This is an optimization exercise on Yosys and OpenROAD, whose aim is small area, not a production implementation. At most, simulation tests tie the RTL to the original design; equivalence was not proved. Only the layout flow was run in run 1; the RTL was not checked for function there. No activity file was given, so power comes from the tool's default toggle rates.

### flow/design.v
module ap2_alu (
    input  wire [15:0] s,
    input  wire [15:0] y,
    input  wire        xen,
    input  wire        ce,
    input  wire        fv,
    input  wire        cin,
    input  wire        lsel,
    output wire [15:0] r,
    output wire        cout
);
    wire [15:0] x = s & {16{xen}};
    wire [15:0] ci;
    wire [15:0] co;
    wire [15:0] sm;
    assign ci[0] = (ce & cin) | fv;
    genvar i;
    generate
        for (i = 0; i < 16; i = i + 1) begin : g_bit
            if (i > 0) begin : g_c
                assign ci[i] = (ce & co[i-1]) | fv;
            end
            assign sm[i] = x[i] ^ y[i] ^ ci[i];
            assign co[i] = (x[i] & y[i]) | (ci[i] & (x[i] ^ y[i]));
        end
    endgenerate
    assign r    = lsel ? co : sm;
    assign cout = co[15];
endmodule
module ap2_core (
    input  wire        clk,
    input  wire        rst,           
    input  wire        start,         
    input  wire [16:0] image_end,     
    output reg         mem_req,
    output reg         mem_we,
    output wire [15:0] mem_addr,
    output wire [15:0] mem_wdata,
    input  wire [15:0] mem_rdata,
    input  wire        mem_ready,
    output wire        done,          
    output wire [1:0]  stop_reason,   
    output wire [15:0] r0,
    output wire [15:0] r1,
    output wire [15:0] r2,
    output wire [15:0] r3,
    output wire [15:0] r4,
    output wire [15:0] r5,
    output wire [15:0] r6,
    output wire [15:0] r7,
    output wire [15:0] pc_out,
    output wire [15:0] sp_out,
    output wire        flag_c,
    output wire        flag_ov,
    output wire        flag_z,
    output wire        flag_s
);
    localparam [2:0] ST_IDLE  = 3'd0,
                     ST_DONE  = 3'd1,
                     ST_CLR   = 3'd2,
                     ST_FETCH = 3'd3,
                     ST_EXEC  = 3'd4,
                     ST_HOME  = 3'd5;
    localparam [2:0] PH_B     = 3'd0,    
                     PH_M     = 3'd1,    
                     PH_D     = 3'd2,    
                     PH_PC    = 3'd3,    
                     PH_SHIFT = 3'd4,
                     PH_MUL   = 3'd5;
    reg [143:0] ring;
    reg [15:0]  T, U, ir;
    reg [3:0]   o;
    reg [3:0]   c;
    reg         fc, fov, fz, fs;
    reg [1:0]   reason;
    reg [2:0]   st, ph;
    wire [15:0] S = ring[15:0];
    wire [3:0] cls    = ir[15:12];
    wire       is_nop = (ir == 16'h0000);
    wire       is_c0  = (cls == 4'h0) && !is_nop;
    wire       is_jmp = is_c0 && ir[11];
    wire       is_psh = is_c0 && !ir[11] && (ir[1:0] == 2'b01);
    wire       is_pop = is_c0 && !ir[11] && (ir[1:0] == 2'b10);
    wire       is_cmp = is_c0 && !ir[11] && (ir[1:0] == 2'b11);
    wire       is_rsv = is_c0 && !ir[11] && (ir[1:0] == 2'b00);
    wire       is_mov = (cls == 4'h1);
    wire       is_str = (cls == 4'h2);
    wire       is_ldr = (cls == 4'h3);
    wire       is_add = (cls == 4'h4);
    wire       is_sub = (cls == 4'h5);
    wire       is_mul = (cls == 4'h6);
    wire       is_and = (cls == 4'h7);
    wire       is_orr = (cls == 4'h8);
    wire       is_not = (cls == 4'h9);
    wire       is_xor = (cls == 4'hA);
    wire       is_shr = (cls == 4'hB);
    wire       is_shl = (cls == 4'hC);
    wire       is_ror = (cls == 4'hD);
    wire       is_rol = (cls == 4'hE);
    wire       is_hlt = (cls == 4'hF);
    wire       is_alu = (cls >= 4'h4) && (cls <= 4'hE);
    wire       is_rot = is_ror || is_rol;
    wire       is_shf = is_shr || is_shl || is_rot;
    wire       is_two = is_add || is_sub || is_mul || is_and || is_orr || is_xor || is_cmp;
    wire [4:0] k = ir[4:0];
    wire push_ok = (c != 4'd0);
    wire pop_ok  = !c[3];
    wire at_n  = (o == {1'b0, ir[4:2]});
    wire at_m  = (o == {1'b0, ir[7:5]});
    wire at_d  = is_pop ? (o == {2'b00, ir[9:8]}) : (o == {1'b0, ir[10:8]});
    wire at_pc = (o == 4'd8);
    reg jump_taken;
    always @(*) begin
        case (ir[1:0])
            2'b00:   jump_taken = 1'b1;
            2'b01:   jump_taken = fz && !fs;
            2'b10:   jump_taken = !fz && fs;
            default: jump_taken = !fz && !fs;
        endcase
    end
    wire [16:0] bw;
    assign bw[0] = 1'b0;
    genvar gi;
    generate
        for (gi = 0; gi < 16; gi = gi + 1) begin : g_cmp
            assign bw[gi+1] = (!S[gi] && image_end[gi]) || (!(S[gi] ^ image_end[gi]) && bw[gi]);
        end
    endgenerate
    wire at_end = !image_end[16] && !bw[16];
    wire [3:0] o_inc = (o == 4'd8) ? 4'd0 :
                       {o[3] ^ (o[2] & o[1] & o[0]), o[2] ^ (o[1] & o[0]), o[1] ^ o[0], !o[0]};
    wire [3:0] c_inc = {c[3] ^ (c[2] & c[1] & c[0]), c[2] ^ (c[1] & c[0]), c[1] ^ c[0], !c[0]};
    wire [3:0] c_dec = {c[3] ^ !(c[2] | c[1] | c[0]), c[2] ^ !(c[1] | c[0]), c[1] ^ !c[0], !c[0]};
    wire [4:0] k_dec_v = {ir[4] ^ !(ir[3] | ir[2] | ir[1] | ir[0]), ir[3] ^ !(ir[2] | ir[1] | ir[0]),
                          ir[2] ^ !(ir[1] | ir[0]), ir[1] ^ !ir[0], !ir[0]};
    wire [15:0] sp_addr = c[3] ? 16'h8200 : {12'h81F, c[2:0], 1'b0};
    reg        yT, yTL, yTR, yM, yI8, yIS, yI9, y2;
    reg        xen, ce, fv, cin, lsel;
    wire [15:0] R;
    wire        cout;
    wire fill_l = is_rol && T[15];
    wire fill_r = is_ror && T[0];
    wire [15:0] Y = ({16{yT}}  & T)
                  | ({16{yTL}} & {T[14:0], fill_l})
                  | ({16{yTR}} & {fill_r, T[15:1]})
                  | ({16{yM}}  & mem_rdata)
                  | ({16{yI8}} & {8'b0, ir[7:0]})
                  | ({16{yIS}} & {8'b0, ir[10:8], ir[4:0]})
                  | ({16{yI9}} & {7'b0, ir[10:2]})
                  | {14'b0, y2, 1'b0};
    ap2_alu u_alu (
        .s    (S),
        .y    (Y),
        .xen  (xen),
        .ce   (ce),
        .fv   (fv),
        .cin  (cin),
        .lsel (lsel),
        .r    (R),
        .cout (cout)
    );
    wire zero_t = (T == 16'h0000);
    wire sh_out = is_shl || is_rol ? T[15] : T[0];
    reg        rot, t_en, ir_ld, k_dec, k_set;
    reg        use_sp;
    reg [2:0]  st_n, ph_n;
    reg [3:0]  c_n;
    reg        fc_n, fov_n, fz_n, fs_n;
    reg [1:0]  reason_n;
    reg        o_home;
    always @(*) begin
        rot      = 1'b0;
        t_en     = 1'b0;
        ir_ld    = 1'b0;
        k_dec    = 1'b0;
        k_set    = 1'b0;
        o_home   = 1'b0;
        yT       = 1'b0;
        yTL      = 1'b0;
        yTR      = 1'b0;
        yM       = 1'b0;
        yI8      = 1'b0;
        yIS      = 1'b0;
        yI9      = 1'b0;
        y2       = 1'b0;
        xen      = 1'b1;
        ce       = 1'b0;
        fv       = 1'b0;
        cin      = 1'b0;
        lsel     = 1'b0;
        mem_req  = 1'b0;
        mem_we   = 1'b0;
        use_sp   = 1'b0;
        st_n     = st;
        ph_n     = ph;
        c_n      = c;
        fc_n     = fc;
        fov_n    = fov;
        fz_n     = fz;
        fs_n     = fs;
        reason_n = reason;
        case (st)
            ST_IDLE, ST_DONE: begin
                if (start) begin
                    st_n     = ST_CLR;
                    o_home   = 1'b1;
                    c_n      = 4'd8;
                    fc_n     = 1'b0;
                    fov_n    = 1'b0;
                    fz_n     = 1'b0;
                    fs_n     = 1'b0;
                    reason_n = 2'd0;
                end
            end
            ST_CLR: begin
                xen = 1'b0;              
                rot = 1'b1;
                if (o == 4'd7)
                    st_n = ST_FETCH;
            end
            ST_FETCH: begin
                if (!at_pc) begin
                    rot = 1'b1;
                end else begin
                    y2 = 1'b1;
                    ce = 1'b1;
                    if (at_end) begin
                        reason_n = 2'd3;
                        st_n     = ST_HOME;
                    end else begin
                        mem_req = 1'b1;
                        if (mem_ready) begin
                            ir_ld = 1'b1;
                            rot   = 1'b1;
                            st_n  = ST_EXEC;
                            ph_n  = PH_B;
                        end
                    end
                end
            end
            ST_HOME: begin
                rot  = 1'b1;             
                st_n = ST_DONE;
            end
            default: begin  
                case (ph)
                    PH_B: begin
                        if (is_hlt) begin
                            reason_n = 2'd1;
                            st_n     = ST_DONE;
                        end else if (is_rsv) begin
                            reason_n = 2'd2;
                            st_n     = ST_DONE;
                        end else if (is_mov && ir[11]) begin
                            xen  = 1'b0;
                            yI8  = 1'b1;
                            t_en = 1'b1;
                            ph_n = PH_D;
                        end else if (is_str && ir[11]) begin
                            xen  = 1'b0;
                            yIS  = 1'b1;
                            t_en = 1'b1;
                            ph_n = PH_M;
                        end else if (is_pop) begin
                            if (pop_ok) begin
                                c_n  = c_inc;
                                ph_n = PH_M;
                            end else begin
                                ph_n = PH_PC;
                            end
                        end else if (is_psh && !push_ok) begin
                            ph_n = PH_PC;
                        end else if (is_two || is_str || is_psh) begin
                            if (!at_n) begin
                                rot = 1'b1;
                            end else begin
                                if (is_sub || is_cmp)
                                    fv = 1'b1;       
                                t_en = 1'b1;
                                ph_n = PH_M;
                            end
                        end else begin
                            ph_n = PH_M;
                        end
                    end
                    PH_M: begin
                        if (is_psh) begin
                            mem_req = 1'b1;
                            mem_we  = 1'b1;
                            use_sp  = 1'b1;
                            if (mem_ready) begin
                                c_n  = c_dec;
                                ph_n = PH_PC;
                            end
                        end else if (is_pop) begin
                            mem_req = 1'b1;
                            use_sp  = 1'b1;
                            xen     = 1'b0;
                            yM      = 1'b1;
                            if (mem_ready) begin
                                t_en = 1'b1;
                                ph_n = PH_D;
                            end
                        end else if (is_mov || is_ldr || is_str || is_alu || is_cmp) begin
                            if (!at_m) begin
                                rot = 1'b1;
                            end else if (is_mov) begin
                                t_en = 1'b1;         
                                ph_n = PH_D;
                            end else if (is_ldr) begin
                                mem_req = 1'b1;
                                xen     = 1'b0;
                                yM      = 1'b1;
                                if (mem_ready) begin
                                    t_en = 1'b1;
                                    ph_n = PH_D;
                                end
                            end else if (is_str) begin
                                mem_req = 1'b1;
                                mem_we  = 1'b1;
                                if (mem_ready)
                                    ph_n = PH_PC;
                            end else if (is_add || is_sub) begin
                                yT    = 1'b1;
                                ce    = 1'b1;
                                cin   = is_sub;
                                t_en  = 1'b1;
                                fc_n  = cout ^ is_sub;
                                fov_n = (S[15] == T[15]) && (R[15] != S[15]);
                                ph_n  = PH_D;
                            end else if (is_cmp) begin
                                yT   = 1'b1;
                                ce   = 1'b1;
                                cin  = 1'b1;
                                t_en = 1'b1;         
                                fs_n = !cout;
                                ph_n = PH_D;
                            end else if (is_mul) begin
                                yT    = 1'b1;
                                ce    = 1'b1;
                                fc_n  = cout;
                                fov_n = (S[15] == T[15]);
                                k_set = 1'b1;
                                ph_n  = PH_MUL;
                            end else if (is_and || is_orr || is_xor) begin
                                yT   = 1'b1;
                                lsel = !is_xor;
                                fv   = is_orr;
                                t_en = 1'b1;
                                ph_n = PH_D;
                            end else if (is_not) begin
                                fv   = 1'b1;
                                t_en = 1'b1;
                                ph_n = PH_D;
                            end else begin  
                                t_en = 1'b1;
                                fc_n = 1'b0;
                                if (is_shl)
                                    fov_n = 1'b0;
                                ph_n = PH_SHIFT;
                            end
                        end else begin
                            ph_n = PH_PC;
                        end
                    end
                    PH_SHIFT: begin
                        xen  = 1'b0;
                        yTL  = is_shl || is_rol;
                        yTR  = !(is_shl || is_rol);
                        if (!is_rot && (k == 5'd0 || zero_t)) begin
                            if (zero_t) begin
                                fc_n = 1'b0;
                                if (is_shl)
                                    fov_n = 1'b0;
                            end
                            ph_n = PH_D;
                        end else begin
                            t_en  = 1'b1;
                            k_dec = 1'b1;
                            fc_n  = sh_out;
                            if (is_shl)
                                fov_n = sh_out;
                            if (is_rot || k == 5'd1)
                                ph_n = PH_D;
                        end
                    end
                    PH_MUL: begin
                        xen   = U[15];
                        yTL   = !ir[4];
                        ce    = 1'b1;
                        t_en  = 1'b1;
                        k_dec = 1'b1;
                        if (k == 5'd1) begin
                            fov_n = fov && (S[15] != R[15]);
                            ph_n  = PH_D;
                        end
                    end
                    PH_D: begin
                        if (is_mov || is_ldr || is_pop || is_alu) begin
                            rot  = 1'b1;
                            if (at_d) begin
                                xen  = 1'b0;
                                yT   = 1'b1;
                                if (is_alu) begin
                                    fz_n = zero_t;
                                    fs_n = T[15];
                                end
                                ph_n = PH_PC;
                            end
                        end else begin
                            if (is_cmp)
                                fz_n = zero_t;
                            ph_n = PH_PC;
                        end
                    end
                    default: begin  
                        if (is_jmp && jump_taken) begin
                            rot = 1'b1;
                            if (at_pc) begin
                                yI9  = 1'b1;
                                ce   = 1'b1;
                                st_n = ST_FETCH;
                            end
                        end else begin
                            st_n = ST_FETCH;
                        end
                    end
                endcase
            end
        endcase
    end
    always @(posedge clk) begin
        if (rot)
            ring <= {R, ring[143:16]};
        if (t_en)
            T <= R;
        U <= (ph == PH_MUL) ? {U[14:0], 1'b0} : T;
        if (ir_ld)
            ir <= mem_rdata;
        else if (k_set)
            ir[4:0] <= 5'd16;
        else if (k_dec)
            ir[4:0] <= k_dec_v;
        if (o_home)
            o <= 4'd8;
        else if (rot)
            o <= o_inc;
        c      <= c_n;
        fc     <= fc_n;
        fov    <= fov_n;
        fz     <= fz_n;
        fs     <= fs_n;
        reason <= reason_n;
        ph     <= ph_n;
        if (rst)
            st <= ST_IDLE;
        else
            st <= st_n;
    end
    assign mem_addr  = use_sp ? sp_addr : S;
    assign mem_wdata = T;
    assign done        = (st == ST_DONE);
    assign stop_reason = reason;
    assign r0      = ring[15:0];
    assign r1      = ring[31:16];
    assign r2      = ring[47:32];
    assign r3      = ring[63:48];
    assign r4      = ring[79:64];
    assign r5      = ring[95:80];
    assign r6      = ring[111:96];
    assign r7      = ring[127:112];
    assign pc_out  = ring[143:128];
    assign sp_out  = sp_addr;
    assign flag_c  = fc;
    assign flag_ov = fov;
    assign flag_z  = fz;
    assign flag_s  = fs;
endmodule
### flow/run.sh
#!/bin/bash
# synth_recipe.tcl (not shown) runs the flow's synth.tcl, then flattens the netlist and writes it again
# the make line also repeats each setting of config.mk as NAME=value (left out here)
make -C /OpenROAD-flow-scripts/flow DESIGN_CONFIG=/design/flow/config.mk WORK_HOME=/design/flow/orfs CLKGATE_MAP_FILE= SYNTH_SCRIPT=/design/flow/synth_recipe.tcl finish
### flow/config.mk
export PLATFORM = sky130hd
export DESIGN_NAME = ap2_core
export DESIGN_NICKNAME = ap2_core
export VERILOG_FILES = /design/flow/design.v
export SDC_FILE = /design/flow/constraint.sdc
export NUM_CORES = 4
export LEC_CHECK = 0
export ABC_AREA = 1
export CAP_MARGIN = 20
export CORE_MARGIN = 2
export CORE_UTILIZATION = 60
export SLEW_MARGIN = 20
### flow/constraint.sdc
create_clock -name core_clock -period 10.0 [get_ports {clk}]
set_input_delay 2.0000 -clock core_clock [delete_from_list [all_inputs] [get_ports {clk}]]
set_output_delay 2.0000 -clock core_clock [all_outputs]
set_load 0.01 [all_outputs]
==> results of run 1 <==
[sequential cells by signal (all words and copies together) (netlist names)]
register / count
st: 3
reason: 2
fz: 1
U: 16
ir: 16
ring: 144
fs: 1
o: 4
fc: 1
T: 16
fov: 1
c: 4
ph: 3
[how the worst max path moves through the flow]
stage,startpoint,to,slack [ns],cells past startpoint
finish,ir[0],fov,-1.04,60
global route,ir[5],fov,-1.32,60
CTS,ir[5],fov,-0.57,60
detailed placement,mem_rdata[0],fov,-1.21,50
global placement,mem_rdata[0],fov,-0.74,50
floorplan,mem_rdata[0],fov,-0.09,49
[metal layers]
metal  vias up  share of wire, %
li1       4057                 -
met1      4488                33
met2       817                48
met3       238                12
met4         2               7.1
met5         -              0.17
[power groups by stage]
stage | sequential (W) | combinational, W | clock, W
floorplan | 0.00193 | 0.000628 | 0
global placement | 0.00178 | 0.00177 | 0
detailed placement | 0.00182 | 0.00182 | 0
CTS | 0.00182 | 0.00187 | 0.000890
global route | 0.00187 | 0.00203 | 0.000934
finish | 0.00185 | 0.00194 | 0.000914
[worst max-delay path: cells and delay by family, from the launching register on]
kind	cells	cell delay [ns]
AOI/OAI and AO/OA	11	1.31
xor gates and xnor gates	1	0.16
adders and majority gates	17	5.93
buffers and inverters	3	0.27
DFF	1	0.36
muxes	1	0.29
and+or+nand+nor	27	2.44
[stage by stage]
| stage | std cells | area [um^2] | total power (W) | worst slack [ns] |
|---|---|---|---|---|
| after floorplan | 994 | 10500 | 0.00256 | -0.0927 |
| after global placement | 1501 | 13500 | 0.00355 | -0.743 |
| after detailed placement | 1501 | 13500 | 0.00364 | -1.21 |
| after CTS | 1554 | 14400 | 0.00457 | -0.566 |
| after global routing | 1563 | 14600 | 0.00484 | -1.32 |
| final | 1564 | 14600 | 0.00470 | -1.04 |
[what timing repair did]
item,CTS,global route
setup buffers,12,8
resized for setup,26,21
endpoints found under the setup margin,5,9
pin swaps,26,2
[cells by family (layout without fill, tap and decap cells)]
kind of cell	after synthesis	count (layout)	synth area share, %
XOR/XNOR	9	9	0.758
buffers and inverters	190	533	7.78
multiplexers	16	16	1.59
other	2	9	0.0722
AND/OR/NAND/NOR	360	360	15.2
adder cells (fa/ha/maj)	39	39	5.85
AO/OA/AOI/OAI	161	161	9.71
flip-flops	212	212	59.0
[final cells by class]
cell class	count	area, um^2
Antenna cell	2	5.00
Clock buffer	25	583
Clock inverter	16	196
Fill cell	890	2560
Inverter	161	606
Multi-Input combinational cell	592	3670
Sequential cell	212	6140
Tap cell	225	282
Timing Repair Buffer	331	3080
[cell usage after synthesis, types with 4 or more instances]
| cell type | number | area, um^2 |
|---|---|---|
| buf_4 | 15 | 113 |
| o22ai_1 | 10 | 62.6 |
| o2111ai_1 | 13 | 114 |
| a21oi_1 | 36 | 180 |
| nand4_1 | 14 | 87.6 |
| mux2i_1 | 12 | 120 |
| mux2_2 | 4 | 45.0 |
| o211ai_1 | 14 | 105 |
| nor3_1 | 10 | 50.1 |
| a221oi_1 | 5 | 43.8 |
| dfxtp_1 | 23 | 460 |
| edfxtp_1 | 189 | 5680 |
| nor4_1 | 12 | 75.1 |
| fa_1 | 16 | 320 |
| ha_1 | 23 | 288 |
| nand3_1 | 25 | 125 |
| nor2_2 | 6 | 37.5 |
| nand2_2 | 5 | 31.3 |
| clkbuf_1 | 9 | 33.8 |
| nor2_1 | 98 | 368 |
| nand2_1 | 179 | 672 |
| inv_1 | 148 | 556 |
| inv_2 | 9 | 33.8 |
| a31oi_1 | 11 | 68.8 |
| xor2_1 | 6 | 52.6 |
| o21ai_0 | 51 | 255 |
==> impl_metrics.csv, run 1 <==
group,metric,value,unit
outcome,status,"complete, but fails checks",
outcome,failed_checks,"setup timing",
global_routing,grt_pass1_wl,54800,um
logic_synthesis,seq_area_frac_synth,59.0,%
placement,place_congestion,1.01,
logic_synthesis,ys.flop_type,"edfxtp_1",
timing,max_slew_margin,41.5,%
global_routing,grtUsageMet2,68.6,%
setup_path,r2r_start,"ir[0]",
global_routing,grt_max_degree,58,
power,vdd_ir_drop_max,0.000263,V
routing,drc_errors,0,
floorplanning,die_y,136,um
routing,wl_per_cell,24.6,um
power,clkPwrFrac,19.5,%
layout,final_common_cell,"clkdlybuf4s50_1",
global_routing,grtUsageTotal,40.3,%
global_routing,grt-ovfl-total,0,
clock_tree,insertion_delay,0.55,ns
global_routing,top_usage_layer,"met2",
setup_path,worst-setup-path-type,"reg2reg",
hold_path,hp-start,"ring[67]",
timing,setup_viol_count_final,7,
power,p_leak,5.82,nW
logic_synthesis,avgSynthCellArea,10.5,um^2
clock_tree,cts_tree,"done",
layout,final_cell_mix,"clkdlybuf4s50_1, edfxtp_1, nand2_1, inv_1, nor2_1",
setup_path,critPathRequiredTime,10.25,ns
global_routing,grt_pass1_vias,9266,
power,netSwitchingFraction,36.8,%
logic_synthesis,synth-async-reset-ratio,0,%
hold_path,holdPathStages,0,
clock_tree,htreeDepth,1,
clock_tree,cts_buffer_depth,3,
routing,route.vias.total,9602,
timing,slew_violations,0,
timing,worst-slew-pin-transition,0.877,ns
floorplanning,core_area,0.0171,mm^2
logic_synthesis,ys_ff_latch,212,
setup_path,reg2reg_to,"fov",
setup_path,r2r_cells,60,
setup_path,crit_top_cell,"nand2_2",
run,max_cap_viol_count,0,
floorplanning,die_w,136,um
timing,setup-tns-final,-3.88,ns
setup_path,r2r_slack,-1.04,ns
timing,fin_ws,-1.04,ns
clock_tree,cts-root-buf,"clkbuf_16",
setup_path,cp_slowest_stage_delay,0.47,ns
routing,drt-initial-drc-count,1642,
global_routing,met1_usage,48.3,%
routing,first_pass_iters,11,
power,p_per_area,323,mW/mm^2
hold_path,hold_end,"ring[51]",
layout,final_nets,1397,
floorplanning,num_io_pins,238,
clock_tree,cts_buffers,23,
timing,fin_crit,11.04,ns
routing,ant_nets,0,
placement,post-dp-hpwl,24800,um
logic_synthesis,syn_inst,989,
setup_path,path_max_fanout,4,
clock_tree,cts_sinks,212,
power,p_int,0.00297,W
setup_path,critPathSlowestCell,"fa_2",
routing,via_per_inst,6.14,
layout,layout-drive-gt1-share,16.8,%
hold_path,hold_path.class,"reg2reg",
logic_synthesis,yosysWarnings,1,
setup_path,critPathLaunchType,"register",
global_routing,antenna_found_initial,2,
setup_path,cp_data_arrival_time,11.29,ns
floorplanning,fp-row-count,48,
timing,hold_violations,0,
layout,syn_to_final_growth,40.0,%
clock_tree,clk_pin_slew_worst_paths,0.06,ns
timing,rsz0062_at_grt,"true",
global_routing,use_met3,9.28,%
power,p_switching,0.00173,W
power,seqPwrFrac,39.3,%
clock_tree,cts_hold_buffers,0,
logic_synthesis,ys_types,52,
floorplanning,start_util,60.8,%
routing,wl,38500,um
layout,final_util,85.1,%
setup_path,cp-end-kind,"register",
timing,finalCritPeriodShare,110,%
timing,hold_ws,0.442,ns
timing,max_freq,0.0906,GHz
logic_synthesis,synth_edf_count,189,
timing,fin_worst_skew,0.0380,ns
floorplanning,die-area,0.0184,mm^2
placement,io_buffers,230,
logic_synthesis,netlist_area,0.0104,mm^2
power,combPwrFrac,41.2,%
==> run 2, diff against run 1 <==
--- a/flow/design.v
+++ b/flow/design.v
@@ -1,31 +1,20 @@
 module ap2_alu (
-    input  wire [15:0] s,
+    input  wire [15:0] x,
     input  wire [15:0] y,
-    input  wire        xen,
-    input  wire        ce,
-    input  wire        fv,
     input  wire        cin,
-    input  wire        lsel,
     output wire [15:0] r,
     output wire        cout
 );
-    wire [15:0] x = s & {16{xen}};
-    wire [15:0] ci;
-    wire [15:0] co;
-    wire [15:0] sm;
-    assign ci[0] = (ce & cin) | fv;
+    wire [16:0] cy;
+    assign cy[0] = cin;
     genvar i;
     generate
         for (i = 0; i < 16; i = i + 1) begin : g_bit
-            if (i > 0) begin : g_c
-                assign ci[i] = (ce & co[i-1]) | fv;
-            end
-            assign sm[i] = x[i] ^ y[i] ^ ci[i];
-            assign co[i] = (x[i] & y[i]) | (ci[i] & (x[i] ^ y[i]));
+            assign r[i]    = x[i] ^ y[i] ^ cy[i];
+            assign cy[i+1] = (x[i] & y[i]) | (cy[i] & (x[i] ^ y[i]));
         end
     endgenerate
-    assign r    = lsel ? co : sm;
-    assign cout = co[15];
+    assign cout = cy[16];
 endmodule
 module ap2_core (
     input  wire        clk,
@@ -134,8 +123,8 @@
     wire [4:0] k_dec_v = {ir[4] ^ !(ir[3] | ir[2] | ir[1] | ir[0]), ir[3] ^ !(ir[2] | ir[1] | ir[0]),
                           ir[2] ^ !(ir[1] | ir[0]), ir[1] ^ !ir[0], !ir[0]};
     wire [15:0] sp_addr = c[3] ? 16'h8200 : {12'h81F, c[2:0], 1'b0};
-    reg        yT, yTL, yTR, yM, yI8, yIS, yI9, y2;
-    reg        xen, ce, fv, cin, lsel;
+    reg        yT, yTL, yTR, yM, yI8, yIS, yI9, y2, yNS, yNA;
+    reg        xa, xb, cin;
     wire [15:0] R;
     wire        cout;
     wire fill_l = is_rol && T[15];
@@ -147,15 +136,13 @@
                   | ({16{yI8}} & {8'b0, ir[7:0]})
                   | ({16{yIS}} & {8'b0, ir[10:8], ir[4:0]})
                   | ({16{yI9}} & {7'b0, ir[10:2]})
+                  | ({16{yNS}} & ~S & (T | {16{yNA}}))
                   | {14'b0, y2, 1'b0};
+    wire [15:0] X = S & ((T & {16{xa}}) | (~T & {16{xb}}));
     ap2_alu u_alu (
-        .s    (S),
+        .x    (X),
         .y    (Y),
-        .xen  (xen),
-        .ce   (ce),
-        .fv   (fv),
         .cin  (cin),
-        .lsel (lsel),
         .r    (R),
         .cout (cout)
     );
@@ -183,11 +170,11 @@
         yIS      = 1'b0;
         yI9      = 1'b0;
         y2       = 1'b0;
-        xen      = 1'b1;
-        ce       = 1'b0;
-        fv       = 1'b0;
+        yNS      = 1'b0;
+        yNA      = 1'b0;
+        xa       = 1'b1;
+        xb       = 1'b1;
         cin      = 1'b0;
-        lsel     = 1'b0;
         mem_req  = 1'b0;
         mem_we   = 1'b0;
         use_sp   = 1'b0;
@@ -213,7 +200,7 @@
                 end
             end
             ST_CLR: begin
-                xen = 1'b0;              
+                xa = 1'b0; xb = 1'b0;     
                 rot = 1'b1;
                 if (o == 4'd7)
                     st_n = ST_FETCH;
@@ -223,7 +210,6 @@
                     rot = 1'b1;
                 end else begin
                     y2 = 1'b1;
-                    ce = 1'b1;
                     if (at_end) begin
                         reason_n = 2'd3;
                         st_n     = ST_HOME;
@@ -252,12 +238,12 @@
                             reason_n = 2'd2;
                             st_n     = ST_DONE;
                         end else if (is_mov && ir[11]) begin
-                            xen  = 1'b0;
+                            xa  = 1'b0; xb = 1'b0;
                             yI8  = 1'b1;
                             t_en = 1'b1;
                             ph_n = PH_D;
                         end else if (is_str && ir[11]) begin
-                            xen  = 1'b0;
+                            xa  = 1'b0; xb = 1'b0;
                             yIS  = 1'b1;
                             t_en = 1'b1;
                             ph_n = PH_M;
@@ -274,8 +260,12 @@
                             if (!at_n) begin
                                 rot = 1'b1;
                             end else begin
-                                if (is_sub || is_cmp)
-                                    fv = 1'b1;       
+                                if (is_sub || is_cmp) begin
+                                    xa  = 1'b0;      
+                                    xb  = 1'b0;
+                                    yNS = 1'b1;
+                                    yNA = 1'b1;
+                                end
                                 t_en = 1'b1;
                                 ph_n = PH_M;
                             end
@@ -295,7 +285,7 @@
                         end else if (is_pop) begin
                             mem_req = 1'b1;
                             use_sp  = 1'b1;
-                            xen     = 1'b0;
+                            xa     = 1'b0; xb = 1'b0;
                             yM      = 1'b1;
                             if (mem_ready) begin
                                 t_en = 1'b1;
@@ -309,7 +299,7 @@
                                 ph_n = PH_D;
                             end else if (is_ldr) begin
                                 mem_req = 1'b1;
-                                xen     = 1'b0;
+                                xa     = 1'b0; xb = 1'b0;
                                 yM      = 1'b1;
                                 if (mem_ready) begin
                                     t_en = 1'b1;
@@ -322,7 +312,6 @@
                                     ph_n = PH_PC;
                             end else if (is_add || is_sub) begin
                                 yT    = 1'b1;
-                                ce    = 1'b1;
                                 cin   = is_sub;
                                 t_en  = 1'b1;
                                 fc_n  = cout ^ is_sub;
@@ -330,26 +319,27 @@
                                 ph_n  = PH_D;
                             end else if (is_cmp) begin
                                 yT   = 1'b1;
-                                ce   = 1'b1;
                                 cin  = 1'b1;
                                 t_en = 1'b1;         
                                 fs_n = !cout;
                                 ph_n = PH_D;
                             end else if (is_mul) begin
                                 yT    = 1'b1;
-                                ce    = 1'b1;
                                 fc_n  = cout;
                                 fov_n = (S[15] == T[15]);
                                 k_set = 1'b1;
                                 ph_n  = PH_MUL;
                             end else if (is_and || is_orr || is_xor) begin
-                                yT   = 1'b1;
-                                lsel = !is_xor;
-                                fv   = is_orr;
+                                xa   = !is_xor;
+                                xb   = !is_and;
+                                yNS  = !is_and;
                                 t_en = 1'b1;
                                 ph_n = PH_D;
                             end else if (is_not) begin
-                                fv   = 1'b1;
+                                xa   = 1'b0;         
+                                xb   = 1'b0;
+                                yNS  = 1'b1;
+                                yNA  = 1'b1;
                                 t_en = 1'b1;
                                 ph_n = PH_D;
                             end else begin  
@@ -364,7 +354,7 @@
                         end
                     end
                     PH_SHIFT: begin
-                        xen  = 1'b0;
+                        xa  = 1'b0; xb = 1'b0;
                         yTL  = is_shl || is_rol;
                         yTR  = !(is_shl || is_rol);
                         if (!is_rot && (k == 5'd0 || zero_t)) begin
@@ -385,9 +375,9 @@
                         end
                     end
                     PH_MUL: begin
-                        xen   = U[15];
+                        xa    = U[15];
+                        xb    = U[15];
                         yTL   = !ir[4];
-                        ce    = 1'b1;
                         t_en  = 1'b1;
                         k_dec = 1'b1;
                         if (k == 5'd1) begin
@@ -399,7 +389,7 @@
                         if (is_mov || is_ldr || is_pop || is_alu) begin
                             rot  = 1'b1;
                             if (at_d) begin
-                                xen  = 1'b0;
+                                xa  = 1'b0; xb = 1'b0;
                                 yT   = 1'b1;
                                 if (is_alu) begin
                                     fz_n = zero_t;
@@ -418,7 +408,6 @@
                             rot = 1'b1;
                             if (at_pc) begin
                                 yI9  = 1'b1;
-                                ce   = 1'b1;
                                 st_n = ST_FETCH;
                             end
                         end else begin
--- a/flow/config.mk
+++ b/flow/config.mk
@@ -8,5 +8,5 @@
 export ABC_AREA = 1
 export CAP_MARGIN = 20
 export CORE_MARGIN = 2
-export CORE_UTILIZATION = 60
+export CORE_UTILIZATION = 45
 export SLEW_MARGIN = 20
==> impl_metrics.csv, run 2 <==
group,metric,value,unit
routing,met1_length,13700,um
clock_tree,cts_hold_buffers,0,
routing,wl,32600,um
clock_tree,cts_buffer_depth,3,
layout,fillers,1895,
setup_path,critPathBufInv,4,
clock_tree,insertion_delay,0.53,ns
routing,via_per_inst,5.40,
layout,final_cell_mix,"clkdlybuf4s50_1, edfxtp_1, nand2_1, inv_1, nor2_1",
floorplanning,die-area,0.0244,mm^2
layout,final_nets,1371,
routing,route.vias.total,8625,
setup_path,cp-end-kind,"register",
clock_tree,cts_sinks,212,
floorplanning,die_y,156,um
timing,fin_worst_skew,0.0158,ns
layout,final_common_cell,"clkdlybuf4s50_1",
timing,hold_violations,0,
timing,finalCritPeriodShare,94.9,%
layout,largest_register,"ring",
clock_tree,cts-root-buf,"clkbuf_16",
setup_path,r2r_cells,37,
floorplanning,start_util,46.0,%
power,vdd_ir_drop_max,0.000234,V
routing,dr_wl_met3,3050,um
power,p_leak,5.54,nW
setup_path,cp_slowest_stage_delay,0.56,ns
layout,layout-drive-gt1-share,11.0,%
clock_tree,htreeDepth,1,
hold_path,holdPathStages,2,
global_routing,grt_max_degree,54,
global_routing,grtUsageTotal,26.3,%
global_routing,antenna_found_initial,0,
setup_path,crit_family,"adder cells",
floorplanning,core_area,0.0227,mm^2
run,max_cap_viol_count,0,
placement,place_congestion,0.996,
routing,wl_per_cell,20.4,um
floorplanning,die_w,156,um
timing,fin_crit,9.49,ns
setup_path,path_max_fanout,7,
hold_path,hold_end,"U[13]",
clock_tree,cts_tree,"done",
logic_synthesis,synth_commonest_cells,"edfxtp_1, nand2_1, inv_1, nor2_1, o21ai_0",
clock_tree,clk_pin_slew_worst_paths,0.06,ns
clock_tree,cts_buffers,25,
timing,worst-slew-pin-transition,1.07,ns
logic_synthesis,synth_area_leaders,"edfxtp_1, nand2_1, inv_1, dfxtp_1, nor2_1",
layout,largest_reg_flops,144,
hold_path,hp-start,"U[12]",
timing,setup_viol_count_final,0,
timing,max_slew_margin,28.2,%
placement,place_ws,-0.144,ns
logic_synthesis,netlist_area,0.0104,mm^2
outcome,status,"no timing/DRC/antenna violations",
floorplanning,num_io_pins,238,
logic_synthesis,seq_area_frac_synth,58.8,%
global_routing,grt_pass1_wl,48600,um
floorplanning,fp-row-count,55,
logic_synthesis,synth-async-reset-ratio,0,%
logic_synthesis,ys_types,48,
placement,io_buffers,230,
logic_synthesis,ys_ff_latch,212,
logic_synthesis,ys.flop_type,"edfxtp_1",
routing,first_pass_iters,5,
layout,diodes,0,
timing,fin_ws,0.505,ns
setup_path,critPathRequiredTime,10.26,ns
placement,post-dp-hpwl,24700,um
logic_synthesis,syn_inst,1012,
power,p_per_area,323,mW/mm^2
setup_path,r2r_slack,0.51,ns
global_routing,grt-ovfl-total,0,
logic_synthesis,avgSynthCellArea,10.3,um^2
timing,slew_violations,0,
setup_path,cp_data_arrival_time,9.76,ns
setup_path,critPathSlowestCell,"fa_2",
hold_path,hold_path.class,"reg2reg",
routing,drt-initial-drc-count,606,
layout,syn_to_final_growth,35.8,%
setup_path,critPathLaunchType,"register",
setup_path,r2r_start,"ir[5]",
routing,ant_nets,0,
layout,final_util,62.4,%
routing,dr.max_layer_used,"met4",
routing,wl_met2,14900,um
logic_synthesis,synth_edf_count,189,
logic_synthesis,yosysMostFrequentCell,"edfxtp_1",
routing,drc_errors,0,
setup_path,reg2reg_to,"fov",
logic_synthesis,yosysTopAreaCellShare,54.4,%
setup_path,worst-setup-path-type,"reg2reg",
timing,max_freq,0.105,GHz
logic_synthesis,synth_top_area_cell,"edfxtp_1",
global_routing,grt_pass1_vias,8520,
logic_synthesis,yosysWarnings,1,
==> run 2: changes by cell type in the layout (fill, tap and decap cells not counted), moves of 9 or more <==
cell / delta
a21oi_1: +9
a31oi_1: +12
buf_4: -46
mux2i_1: -12
nand2_2: -22
nor2_1: -10
o21ai_0: +12
o21ai_1: +16
==> run 2: per-stage QoR <==
stage / TNS (ns) / area [um^2] / cells / power [W] / hold WS (ns)
after floorplan: 0 / 10500 / 1017 / 0.00262 / 0.406
after global placement: -0.0574 / 13300 / 1548 / 0.00366 / 0.408
after detailed placement: -0.144 / 13300 / 1548 / 0.00367 / 0.416
after CTS: 0 / 14100 / 1594 / 0.00460 / 0.430
after global routing: -0.0717 / 14200 / 1597 / 0.00483 / 0.450
final: 0 / 14200 / 1597 / 0.00458 / 0.429
==> run 2: timing repair <==
item	CTS	global route
endpoints found under the hold margin	0	0
pin swaps	1	5
endpoints found under the setup margin	1	3
setup buffers	2	3
gates resized for setup	0	17
==> run 2: per-layer routing <==
layer | global-route usage (%) | up-vias
li1 | - | 4071
met1 | 34.7 | 4100
met2 | 42.6 | 392
met3 | 7.37 | 62
met4 | 7.51 | 0
met5 | 0 | -
==> run 2: worst max-delay path by stage <==
| stage | startpoint | to | slack (ns) | depth (start not counted) |
|---|---|---|---|---|
| after floorplan | ir[0] | fov | 0.57 | 41 |
| after global placement | mem_rdata[0] | fov | -0.06 | 28 |
| after detailed placement | mem_rdata[0] | fov | -0.14 | 28 |
| after CTS | ir[1] | fov | 0.008 | 43 |
| after global routing | ir[14] | fov | -0.07 | 42 |
| final | ir[5] | fov | 0.51 | 37 |
==> run 2: cells by family (layout without fill, tap and decap cells) <==
group | after synthesis | after routing | synth area share (%)
and+or+nand+nor | 338 | 338 | 14.1
AOI/OAI and AO/OA | 212 | 212 | 12.6
DFF | 212 | 212 | 58.8
buffers and inverters | 201 | 496 | 7.94
adders and majority gates | 39 | 39 | 5.82
xor gates and xnor gates | 8 | 8 | 0.671
other | 2 | 7 | 0.0719
==> run 2: layout make-up <==
| type | count | area (um^2) | area share [%] |
|---|---|---|---|
| Sequential cell | 212 | 6140 | 43.3 |
| Multi-Input combinational cell | 604 | 3560 | 25.1 |
| Tap cell | 285 | 357 | 2.52 |
| Inverter | 172 | 651 | 4.59 |
| Clock inverter | 14 | 153 | 1.08 |
| Clock buffer | 30 | 644 | 4.55 |
| Timing Repair Buffer | 280 | 2680 | 18.9 |
==> run 2: power breakdown <==
| part | internal (W) | switching, W |
|---|---|---|
| Sequential | 0.00158 | 0.000213 |
| Clock | 0.000537 | 0.000361 |
| Combinational | 0.000851 | 0.00103 |
==> run 2: worst register-to-register path, delay by kind of cell, from the launching register on <==
kind                     cells  cell delay [ns]
adder cells (fa/ha/maj)     16             5.98
AND/OR/NAND/NOR             10             1.56
flip-flops                   1             0.46
XOR/XNOR                     1             0.15
AO/OA/AOI/OAI                6             0.73
buffers and inverters        4             0.37
==> run 3, diff against run 2 <==
==> flow/flow/run.sh (new file) <==
#!/bin/bash
# Layout flow: the standard ORFS flow (standard.sh, unchanged synthesis,
# floorplan, power grid, taps, placement, CTS and routing), with two knobs
# that ORFS reads from the environment:
#  - port buffers use the smallest buffer cell (buffer_ports -buffer_cell)
#    instead of the 10 um2 delay buffer ORFS picks on its own; every input
#    and output port still gets its own buffer;
#  - CTS does not add dummy load cells.
set -euo pipefail
export BUFFER_PORTS_ARGS="-buffer_cell sky130_fd_sc_hd__buf_1"
export CTS_ARGS="-sink_clustering_enable -repair_clock_nets -dont_use_dummy_load"
bash standard.sh > standard_make.log 2>&1
==> flow/standard.sh (new file) <==
#!/bin/bash
# synth_recipe.tcl (not shown) runs the flow's synth.tcl, then flattens the netlist and writes it again
# the make line also repeats each setting of config.mk as NAME=value (left out here)
make -C /OpenROAD-flow-scripts/flow DESIGN_CONFIG=/design/flow/config.mk WORK_HOME=/design/flow/orfs CLKGATE_MAP_FILE= SYNTH_SCRIPT=/design/flow/synth_recipe.tcl "${@:-finish}"
removed: flow/run.sh
==> impl_metrics.csv, run 3 <==
group,metric,value,unit
outcome,status,"no timing/DRC/antenna violations",
setup_path,cp_slowest_stage_delay,0.51,ns
timing,setup-tns-final,0,ns
clock_tree,cts_sinks,212,
setup_path,worst-setup-path-type,"reg2reg",
layout,diodes,0,
timing,max_freq,0.105,GHz
logic_synthesis,synth_edf_count,189,
logic_synthesis,synth_area_leaders,"edfxtp_1, nand2_1, inv_1, dfxtp_1, nor2_1",
routing,route.vias.total,8649,
routing,ant_nets,0,
timing,hold_violations,0,
clock_tree,clk_pin_slew_worst_paths,0.06,ns
floorplanning,core_area,0.0227,mm^2
logic_synthesis,ys_ff_latch,212,
clock_tree,cts_hold_buffers,0,
routing,via_per_inst,5.45,
placement,io_buffers,230,
power,vdd_ir_drop_max,0.000249,V
routing,drt-initial-drc-count,730,
setup_path,critPathLaunchType,"register",
placement,place_congestion,0.968,
placement,post-dp-hpwl,25200,um
clock_tree,cts-root-buf,"clkbuf_16",
floorplanning,die_y,156,um
global_routing,antenna_found_initial,0,
global_routing,use_met3,5.18,%
global_routing,grt_max_degree,62,
power,p_leak,4.86,nW
setup_path,critPathRequiredTime,10.26,ns
logic_synthesis,yosysTopAreaCellShare,54.4,%
clock_tree,insertion_delay,0.52,ns
logic_synthesis,netlist_area,0.0104,mm^2
timing,setup_viol_count_final,0,
hold_path,hold_path.class,"reg2reg",
setup_path,critPathSlowestCell,"fa_1",
global_routing,top_usage_layer,"met2",
layout,final_common_cell,"buf_1",
floorplanning,start_util,46.0,%
logic_synthesis,seq_area_frac_synth,58.8,%
logic_synthesis,synth-async-reset-ratio,0,%
layout,fillers,2098,
logic_synthesis,synth_top_area_cell,"edfxtp_1",
global_routing,grtUsageTotal,26.6,%
global_routing,grt_pass1_wl,49400,um
logic_synthesis,yosysWarnings,1,
setup_path,path_max_fanout,7,
logic_synthesis,yosysMostFrequentCell,"edfxtp_1",
global_routing,grt_pass1_vias,8499,
logic_synthesis,ys_types,48,
power,power,0.00391,W
clock_tree,htreeDepth,1,
logic_synthesis,avgSynthCellArea,10.3,um^2
floorplanning,num_io_pins,238,
layout,syn_to_final_growth,20.4,%
setup_path,r2r_slack,0.43,ns
logic_synthesis,syn_inst,1012,
clock_tree,cts_buffers,23,
layout,largest_register,"ring",
logic_synthesis,synth_commonest_cells,"edfxtp_1, nand2_1, inv_1, nor2_1, o21ai_0",
timing,fin_crit,9.57,ns
logic_synthesis,ys.flop_type,"edfxtp_1",
global_routing,grt-ovfl-total,0,
routing,drc_errors,0,
layout,final_cell_mix,"buf_1, edfxtp_1, nand2_1, inv_1, nor2_1",
global_routing,met1_usage,36.1,%
timing,worst-slew-pin-transition,1.01,ns
clock_tree,cts_tree,"done",
routing,first_pass_iters,5,
run,max_cap_viol_count,0,
setup_path,cp_data_arrival_time,9.83,ns
setup_path,cp-end-kind,"register",
layout,largest_reg_flops,144,
layout,layout-drive-gt1-share,10.3,%
global_routing,grtUsageMet2,43.9,%
timing,finalCritPeriodShare,95.7,%
clock_tree,cts_buffer_depth,3,
power,p_per_area,311,mW/mm^2
floorplanning,die-area,0.0244,mm^2
layout,final_nets,1380,
floorplanning,die_w,156,um
timing,max_slew_margin,32.7,%
setup_path,crit_top_cell,"fa_1",
routing,wl_per_cell,20.7,um
timing,fin_worst_skew,0.0551,ns
timing,slew_violations,0,
routing,wl,32800,um
floorplanning,fp-row-count,55,
## run 3: cell counts after synthesis
Identical to the previous run, type by type.
## run 3: cells by family after synthesis
group                      count (synthesis)  share of synthesized area (%)
AOI/OAI and AO/OA                        212                           12.6
and+or+nand+nor                          338                           14.1
buffers and inverters                    201                           7.94
xor gates and xnor gates                   8                          0.671
adders and majority gates                 39                           5.82
other                                      2                         0.0719
DFF                                      212                           58.8
## run 3: layout make-up
cell class | count | area [um^2] | share of cell area (%)
sequential | 212 | 6140 | 48.8
multi-input combinational | 604 | 3530 | 28.1
timing repair buffer | 291 | 1320 | 10.5
inverter | 172 | 651 | 5.18
clock buffer | 23 | 576 | 4.58
tap | 285 | 357 | 2.84
## run 3: metrics by stage
| stage | utilization, % | hold slack, ns | worst slack (ns) | area, um^2 | cells |
|---|---|---|---|---|---|
| 3_3_place_gp | 52.4 | 0.411 | 0.251 | 11900 | 1556 |
| 2_1_floorplan | - | 0.406 | 0.569 | 10500 | 1017 |
| 5_1_grt | 55.4 | 0.431 | -0.00853 | 12600 | 1587 |
| 4_1_cts | 55.0 | 0.406 | 0.0130 | 12500 | 1579 |
| 3_5_place_dp | 52.4 | 0.416 | -0.0627 | 11900 | 1556 |
| 6_report | 55.4 | 0.410 | 0.433 | 12600 | 1587 |
## run 3: worst paths after layout
kind | from | endpoint | cells past startpoint
hold / removal | U[7] | U[8] | 2
setup reg to reg | ir[1] | fov | 43
setup / recovery | ir[1] | fov | 43
hold reg to reg | U[7] | U[8] | 2
## run 3: layer usage
| metal | vias up | wire length [um] |
|---|---|---|
| met5 | - | 0 |
| met4 | 0 | 813 |
| met3 | 52 | 2520 |
| met2 | 343 | 15300 |
| met1 | 4187 | 14200 |
| li1 | 4067 | - |
## run 3: what timing repair did
action	CTS	global route
gates resized for setup	0	10
hold endpoints to repair	0	0
setup buffers	0	8
setup endpoints to repair	0	2
## run 3: critical path: cells and delay by family (launching register included)
family          cells  cell delay (ns)
fa+ha+maj          17             6.31
simple gates       10             0.97
compound gates      8             0.93
buf+inv             7             0.52
flops               1             0.39
xor+xnor            1             0.20
## run 3: power breakdown
part	internal [W]	total, W	switching [W]
clock network	0.000401	0.000709	0.000308
registers	0.00158	0.00179	0.000209
logic	0.000392	0.00141	0.00102
total	0.00238	0.00391	0.00154

## port drivers added, routing unchanged
The flow's constraints put no driver on any port. The routed layouts listed below were extracted and timed again, unchanged, in two steps.
Step 1 sets driving cells, clkbuf_16 on the clock port and buf_2 on the other inputs (assumed; they add their load-dependent delay and slew).
Step 2 also shifts input and output timing later by t, the mid clock arrival at the registers, as if the neighbouring blocks saw the same clock.
Slacks: no drivers / after step 1 / after step 2; pairs: no drivers / after step 1.
| run | t, ns | slack for setup (ns) | hold slack, ns | worst data-port slew with drivers (ns) |
|---|---|---|---|---|
| run 1 | 0.576 | -1.042 / -1.042 / -1.463 | 0.442 / 0.442 / 0.442 | 0.08 |
| run 2 | 0.565 | 0.505 / 0.505 / 0.192 | 0.429 / 0.429 / 0.429 | 0.06 |
| run 3 | 0.541 | 0.433 / 0.433 / 0.433 | 0.410 / 0.410 / 0.410 | 0.05 |
The setup slack of run 1, which loses most, moves by 0.000 ns with the drivers and by -0.421 ns with both steps.
